This design comes from an exercise in tuning for small area, a short achievable clock period and few clock cycles on the open sky130 flow, not from production work.
RTL that was checked went through simulation tests only; none was proved equivalent to the original.
Power and IR drop assume default switching activity.

==> inputs of run K <==
## lcb_effect_player
module lcb_effect_player (
    input  wire        clk,
    input  wire        rst,             
    input  wire        ev_valid,
    output wire        ev_ready,
    input  wire [1:0]  ev_op,           
    input  wire [7:0]  ev_kind,         
    input  wire [23:0] ev_on,           
    input  wire [23:0] ev_off,          
    input  wire [31:0] ev_t0,
    input  wire [31:0] ev_t1,
    input  wire [31:0] ev_hold,
    input  wire [31:0] ev_repeat,
    input  wire [31:0] ev_delay,
    output wire        resp_valid,
    output wire [7:0]  resp_status,
    output wire [2:0]  resp_phase,      
    output wire [1:0]  resp_kind,
    output wire [31:0] resp_remaining,
    output wire [31:0] resp_elapsed,
    output wire        resp_armed,
    output wire [31:0] resp_count,
    output wire        sink_valid,
    output wire [23:0] sink_color       
);
    localparam [1:0] OP_TICK = 2'd0, OP_PLAY = 2'd1, OP_STOP = 2'd2, OP_QUERY = 2'd3;
    localparam [2:0] PH_IDLE       = 3'd0,
                     PH_STROBE_ON  = 3'd1,
                     PH_STROBE_OFF = 3'd2,
                     PH_FADE_IN    = 3'd3,
                     PH_FADE_HOLD  = 3'd4,
                     PH_FADE_OUT   = 3'd5,
                     PH_DELAY      = 3'd6;
    localparam [1:0] SS_OFF = 2'd0, SS_ON = 2'd1, SS_INTERP = 2'd2;
    reg [2:0]  phase;
    reg [1:0]  kind;
    reg [31:0] remaining;
    reg [31:0] elapsed;
    reg        armed;
    reg [31:0] count;
    reg [23:0] c_on, c_off;
    reg [31:0] t0, t1, hold;
    reg        rep_nz;                  
    reg        c1;                      
    reg        ei;                      
    reg        rdy;
    reg        pend_play;               
    reg        sink2;                   
    reg        rv, rinv;
    reg [2:0]  rph;                     
    reg [1:0]  rkd;                     
    reg        rrem31;
    reg        sv;
    reg [1:0]  ssel;
    reg        dgo;                     
    reg        ddone;
    reg        last;                    
    reg        wide;                    
    reg [1:0]  dst;
    reg [2:0]  dj;                      
    reg        ddbl;                    
    reg [1:0]  dch;                     
    reg [1:0]  wsub;                    
    reg [32:0] S;                       
    reg [2:0]  tl;                      
  ...
clock: 12.0 ns
lec_check: 0
cap_margin: 20
core_margin: 2
core_utilization: 40
place_density: 0.6
slew_margin: 20
standard.sh (not shown) runs the stock make flow with config.mk's settings and CLKGATE_MAP_FILE= SYNTH_SCRIPT=/design/flow/synth_recipe.tcl, a recipe that flattens the netlist after the stock synthesis.
==> flow/flow/run.sh <==
#!/bin/bash
# The standard layout (the standard.sh: standard synthesis, ORFS floorplan to final),
# with timing repair asked to reach SETUP_SLACK_MARGIN ns of setup slack instead of 0, so
# the resizer keeps shortening paths below the design's clock period. The SDC, the clock
# period and every other setting stay the standard flow's. ORFS's output goes to flow.log.
set -euo pipefail
bash standard.sh SETUP_SLACK_MARGIN=${MARGIN:-8} finish > flow.log 2>&1
==> run P: changes against run K <==
--- a/flow/design.v
+++ b/flow/design.v
@@ -32,13 +32,14 @@
                      PH_FADE_OUT   = 3'd5,
                      PH_DELAY      = 3'd6;
     localparam [1:0] SS_OFF = 2'd0, SS_ON = 2'd1, SS_INTERP = 2'd2;
     reg [2:0]  phase;
     reg [1:0]  kind;
     reg [31:0] remaining;
-    reg [31:0] elapsed;
+    reg [31:2] el_q;                    
+    wire [31:0] elapsed = {el_q, 2'b00};
     reg        armed;
     reg [31:0] count;
     reg [23:0] c_on, c_off;
     reg [31:0] t0, t1, hold;
     reg        rep_nz;                  
     reg        c1;                      
@@ -48,13 +49,12 @@
     reg        sink2;                   
     reg        rv, rinv;
     reg [2:0]  rph;                     
     reg [1:0]  rkd;                     
     reg        rrem31;
     reg        sv;
-    reg [1:0]  ssel;
     reg        dgo;                     
     reg        ddone;
     reg        last;                    
     reg        wide;                    
     reg [1:0]  dst;
     reg [2:0]  dj;                      
@@ -74,13 +74,13 @@
     assign resp_kind      = rkd;
     assign resp_remaining = {rrem31, remaining[30:0]};
     assign resp_elapsed   = elapsed;
     assign resp_armed     = armed;
     assign resp_count     = count;
     assign sink_valid     = sv;
-    assign sink_color     = ssel[1] ? {Q0, Q1, Q2} : (ssel[0] ? c_on : c_off);
+    assign sink_color     = {Q0, Q1, Q2};         
     wire        fi    = (phase == PH_FADE_IN);
     wire        fi_fo = fi | (phase == PH_FADE_OUT);
     wire        t0z   = (t0 == 32'd0);
     wire        t1z   = (t1 == 32'd0);
     wire        rem1  = (remaining == 32'd1);
     wire [31:0] rem_dec = remaining - 32'd1;
@@ -192,34 +192,38 @@
             x_phase = PH_IDLE;  x_kind = 2'd0;  x_rem = 32'd0;  x_el = 32'd0;
             x_armed = 1'b0;  x_count = 32'd0;  x_c1 = 1'b0;
         end
     end
     wire kind_ok = (ev_kind == 8'd1) || (ev_kind == 8'd2);
     wire expire  = armed & c1;
+    wire sel_x   = pend_play | (accept & (ev_op == OP_TICK) & expire);
+    wire q_ld    = (sel_x & x_sink & (x_ssel != SS_INTERP)) | sink2;
+    wire [23:0] q_col = (sel_x & (x_ssel == SS_ON)) ? c_on : c_off;
     always @(posedge clk) begin
         if (rst) begin
-            phase <= PH_IDLE;  kind <= 2'd0;  remaining <= 32'd0;  elapsed <= 32'd0;
+            phase <= PH_IDLE;  kind <= 2'd0;  remaining <= 32'd0;  el_q <= 30'd0;
             armed <= 1'b0;  count <= 32'd0;
             c1 <= 1'b0;  ei <= 1'b0;  rdy <= 1'b1;  pend_play <= 1'b0;  sink2 <= 1'b0;
-            rv <= 1'b0;  rinv <= 1'b0;  sv <= 1'b0;  ssel <= SS_OFF;
+            rv <= 1'b0;  rinv <= 1'b0;  sv <= 1'b0;
             dgo <= 1'b0;
         end else begin
             rv <= 1'b0;
             sv <= 1'b0;
             dgo <= 1'b0;
-            if (pend_play || (accept && ev_op == OP_TICK && expire)) begin
+            if (sel_x) begin
                 pend_play <= 1'b0;
-                phase <= x_phase;  kind <= x_kind;  remaining <= x_rem;  elapsed <= x_el;
+                phase <= x_phase;  kind <= x_kind;  remaining <= x_rem;  el_q <= x_el[31:2];
                 armed <= x_armed;  count <= x_count;  c1 <= x_c1;  ei <= 1'b0;
-                sv <= x_sink;  ssel <= x_ssel;
+                sv <= x_sink;
                 sink2 <= x_sink2;  rdy <= ~x_sink2;
-                dgo <= 1'b1;
+                dgo <= ~x_sink2;                         
             end else if (sink2) begin
                 sink2 <= 1'b0;
-                sv <= 1'b1;  ssel <= SS_OFF;
+                sv <= 1'b1;
                 rdy <= 1'b1;
+                dgo <= 1'b1;
             end else if (accept) begin
                 if (ev_op != OP_TICK) begin
                     rph <= phase;  rkd <= kind;  rrem31 <= remaining[31];
                 end
                 case (ev_op)
                 OP_TICK: begin
@@ -235,23 +239,23 @@
                     if (kind_ok) begin
                         kind <= ev_kind[1:0];
                         c_on <= ev_on;  c_off <= ev_off;
                         t0 <= ev_t0;  t1 <= ev_t1;  hold <= ev_hold;
                         rep_nz <= (ev_repeat != 32'd0);
                         remaining <= ev_repeat;
-                        elapsed <= 32'd0;
+                        el_q <= 30'd0;
                         phase <= PH_IDLE;
                         armed <= 1'b0;  count <= ev_delay;  c1 <= 1'b0;  ei <= 1'b0;
                         pend_play <= 1'b1;
                         rdy <= 1'b0;
                     end
                 end
                 OP_STOP: begin
                     rv <= 1'b1;
                     rinv <= 1'b0;
-                    phase <= PH_IDLE;  kind <= 2'd0;  remaining <= 32'd0;  elapsed <= 32'd0;
+                    phase <= PH_IDLE;  kind <= 2'd0;  remaining <= 32'd0;  el_q <= 30'd0;
                     armed <= 1'b0;  count <= 32'd0;  c1 <= 1'b0;  ei <= 1'b0;
                     dgo <= 1'b1;
                 end
                 default: begin                           
                     rv <= 1'b1;
                     rinv <= 1'b0;
@@ -270,13 +274,16 @@
             sd_all = f ? {a2[j], b2[j], a1[j], b1[j], a0[j], b0[j]}
                        : {b2[j], a2[j], b1[j], a1[j], b0[j], a0[j]};
         end
     endfunction
     reg  [5:0]  sdq;                    
     wire [1:0]  sd0 = sdq[1:0], sd1 = sdq[3:2], sd2 = sdq[5:4];
-    wire [1:0]  sdw = (dch == 2'd0) ? sd0 : (dch == 2'd1) ? sd1 : sd2;
+    reg  [1:0]  sdw;                    
+    function [1:0] sd_pick(input [5:0] sd, input [1:0] ch);
+        sd_pick = (ch == 2'd0) ? sd[1:0] : (ch == 2'd1) ? sd[3:2] : sd[5:4];
+    endfunction
     reg  [1:0]  src0, src1, src2;
     reg  [2:0]  inv;                    
     reg  [2:0]  en;                     
     wire [32:0] t33  = {1'b0, tsel};
     wire [32:0] el33 = {1'b0, elapsed};
     function [10:0] operand(input [1:0] src, input w, input [10:0] tw, input [10:0] elw,
@@ -375,25 +382,33 @@
     wire        wgo  = ~wide | (wcy == 2'd2);            
     wire        nrun = run & ~wide;
     wire        wrun = run & wide & (wcy == 2'd2);
     wire [2:0]  wch  = {dch == 2'd2, dch == 2'd1, dch == 2'd0};
     wire        w_adv = wrun & ~ddbl & w_step_end & ~w_conv;    
     wire        w_next_ch = w_adv & (dj == 3'd0) & (dch != 2'd2);
-    wire        dgw = ddbl ? ~sg2 : ((sdw == 2'b11) | (w_dec & ~sg2));
-    wire        dg0 = wide ? dgw : ddbl ? ~sg0 : ((sd0 == 2'b11) | (en[0] & ~sg0));
-    wire        dg1 = wide ? dgw : ddbl ? ~sg1 : ((sd1 == 2'b11) | (en[1] & ~sg1));
-    wire        dg2 = wide ? dgw : ddbl ? ~sg2 : ((sd2 == 2'b11) | (en[2] & ~sg2));
+    wire        dcw = ~ddbl & (sdw == 2'b11);
+    wire        dsw = ddbl | w_dec;
+    wire [2:0]  dc  = wide ? {3{dcw}} : {3{~ddbl}} & {sd2 == 2'b11, sd1 == 2'b11, sd0 == 2'b11};
+    wire [2:0]  ds  = wide ? {3{dsw}} : {3{ddbl}} | en;
+    wire [2:0]  sgq = wide ? {3{sg2}} : {sg2, sg1, sg0};
+    wire [2:0]  dg  = dc | (ds & ~sgq);
+    wire        dg0 = dg[0], dg1 = dg[1], dg2 = dg[2];
     wire [2:0]  qact = {3{nrun}} | ({3{wrun}} & wch);       
     wire [7:0]  Q0i = Q0 + 8'd1, Q1i = Q1 + 8'd1, Q2i = Q2 + 8'd1;
+    wire [7:0]  Q0a = ddbl ? {Q0[6:0], 1'b1} : Q0i,  Q0b = ddbl ? {Q0[6:0], 1'b0} : Q0;
+    wire [7:0]  Q1a = ddbl ? {Q1[6:0], 1'b1} : Q1i,  Q1b = ddbl ? {Q1[6:0], 1'b0} : Q1;
+    wire [7:0]  Q2a = ddbl ? {Q2[6:0], 1'b1} : Q2i,  Q2b = ddbl ? {Q2[6:0], 1'b0} : Q2;
     always @(posedge clk) begin
-        if (dgo) begin
+        if (q_ld) begin
+            {Q0, Q1, Q2} <= q_col;
+        end else if (dgo) begin
             Q0 <= 8'd0;  Q1 <= 8'd0;  Q2 <= 8'd0;
         end else begin
-            if (qact[0]) Q0 <= ddbl ? {Q0[6:0], dg0} : (dg0 ? Q0i : Q0);
-            if (qact[1]) Q1 <= ddbl ? {Q1[6:0], dg1} : (dg1 ? Q1i : Q1);
-            if (qact[2]) Q2 <= ddbl ? {Q2[6:0], dg2} : (dg2 ? Q2i : Q2);
+            if (qact[0]) Q0 <= dg0 ? Q0a : Q0b;
+            if (qact[1]) Q1 <= dg1 ? Q1a : Q1b;
+            if (qact[2]) Q2 <= dg2 ? Q2a : Q2b;
         end
     end
     wire        s_clr = (dst == D_ETC) | (dst == D_WL & wgo & wsub == 2'd2) | w_next_ch;
     wire        s_wup = (dst == D_WL & wgo) | (wrun & (ddbl | en[0]));
     always @(posedge clk) begin
         if (dgo) begin
@@ -419,12 +434,13 @@
         end else if (dgo) begin
             ddone <= 1'b0;
             wide <= wide_now;
             E <= el_inc[10:0];
             dj <= 3'd7;  ddbl <= 1'b0;  dch <= 2'd0;  wsub <= 2'd0;  wcy <= 2'd0;
             sdq <= sd_all(c_on, c_off, 3'd7, fi);
+            sdw <= sd_pick(sd_all(c_on, c_off, 3'd7, fi), 2'd0);
             dst <= wide_now ? D_WL : D_ETC;
         end else begin
             if (wide && dst != D_IDLE) begin
                 wcy <= (wcy == 2'd2) ? 2'd0 : wcy + 2'd1;
                 cr1 <= r0[11];
                 cr2 <= r1[11];
@@ -469,16 +485,18 @@
                                     dst <= D_IDLE;
                                     ddone <= 1'b1;
                                 end else begin
                                     dch <= dch + 2'd1;
                                     dj <= 3'd7;
                                     sdq <= sd_all(c_on, c_off, 3'd7, fi);
+                                    sdw <= sd_pick(sd_all(c_on, c_off, 3'd7, fi), dch + 2'd1);
                                 end
                             end else begin
                                 dj <= dj - 3'd1;
                                 sdq <= sd_all(c_on, c_off, dj - 3'd1, fi);
+                                sdw <= sd_pick(sd_all(c_on, c_off, dj - 3'd1, fi), dch);
                                 ddbl <= 1'b1;
                             end
                         end
                     end
                 end
             end
==> flow/flow/run.sh (replaced) <==
#!/bin/bash
# The standard layout (the standard.sh: standard synthesis, ORFS floorplan to final) with
# two changes to how it is made: timing repair aims for SETUP_SLACK_MARGIN ns of setup slack
# rather than 0, so the resizer keeps shortening paths below the clock period, and the port
# buffers that buffer_ports inserts on every input and output are buf_1 cells. The SDC, the
# clock period and every other setting are the standard flow's. ORFS's output goes to flow.log.
set -euo pipefail
bash standard.sh SETUP_SLACK_MARGIN=${MARGIN:-7.5} \
    BUFFER_PORTS_ARGS="-buffer_cell sky130_fd_sc_hd__buf_1" finish > flow.log 2>&1
==> comparison table <==
metric                                                      run K           run P
PD cells                                            105.3 mW/mm^2   119.1 mW/mm^2
Slack of the critical path                               6.589 ns        6.982 ns
Full die area                                       0.06198 sq mm   0.05986 sq mm
Share of cells above drive strength 1                      0.2571          0.1405
Actual transition at the worst max-transition pin        1.080 ns        1.086 ns
Tap cell count                                                773             765
Vias per cell                                               6.299           6.119
Result of the run                                  finished clean  finished clean
Via count                                                  25.03k          22.41k
Top routing layer in use                                     met5            met4
Multi-input gates                                            2046            1929
Iteration-0 DRC count of the detailed router                 3149            2487
Fin area                                            0.03477 sq mm   0.02813 sq mm
Cells after Synth                                            2668            2535
Placement Setup Slack                                    6.000 ns        5.999 ns
Met3 usage                                                0.06708         0.04986
Maximum vdd drop                                        0.1086 mV      0.08481 mV
Global-route wire length before repair                   150.6 mm        129.8 mm
Simple-gate share of the synthesized area                  0.1911          0.1827
Detail-routed net length per standard cell               26.11 um        24.10 um
Global-route total usage across every layer                0.3151          0.2812
Testbench counts of run P, summed over its fixed seeds: cycles 48,260.
For run K, only the layout was checked, not whether the RTL still works.

[re-timing with driven ports]
No port has a modelled driver above. Below, the same layouts with a new extraction and two added sets of constraints. Step 1 sets driving cells, clkbuf_16 on the clock port and buf_2 on the other inputs (assumed; they add their load-dependent delay and slew). Step 2 moves the port delays by t, midway between the first and last clock arrival at a register: inputs arrive t later, outputs are due t later. That takes back most of the time a late clock gives input paths. a / b / c = ideal ports / drivers / drivers and shift; a / b = the first two.
run | t, ns | slack for setup (ns) | hold WS [ns] | latest minus earliest clock arrival (ns) | worst slew at a driven data input, ns
run K | 0.635 | 6.589 / 6.589 / 6.589 | 0.491 / 0.491 / 0.491 | 0.023 / 0.023 | 0.07
run P | 0.647 | 6.982 / 6.982 / 6.745 | 0.467 / 0.467 / 0.467 | 0.029 / 0.029 | 0.09
After both steps setup and hold are still met in every run listed. For run P, which loses most, drivers alone change the setup slack by 0.000 ns; drivers and shift together by -0.237 ns.
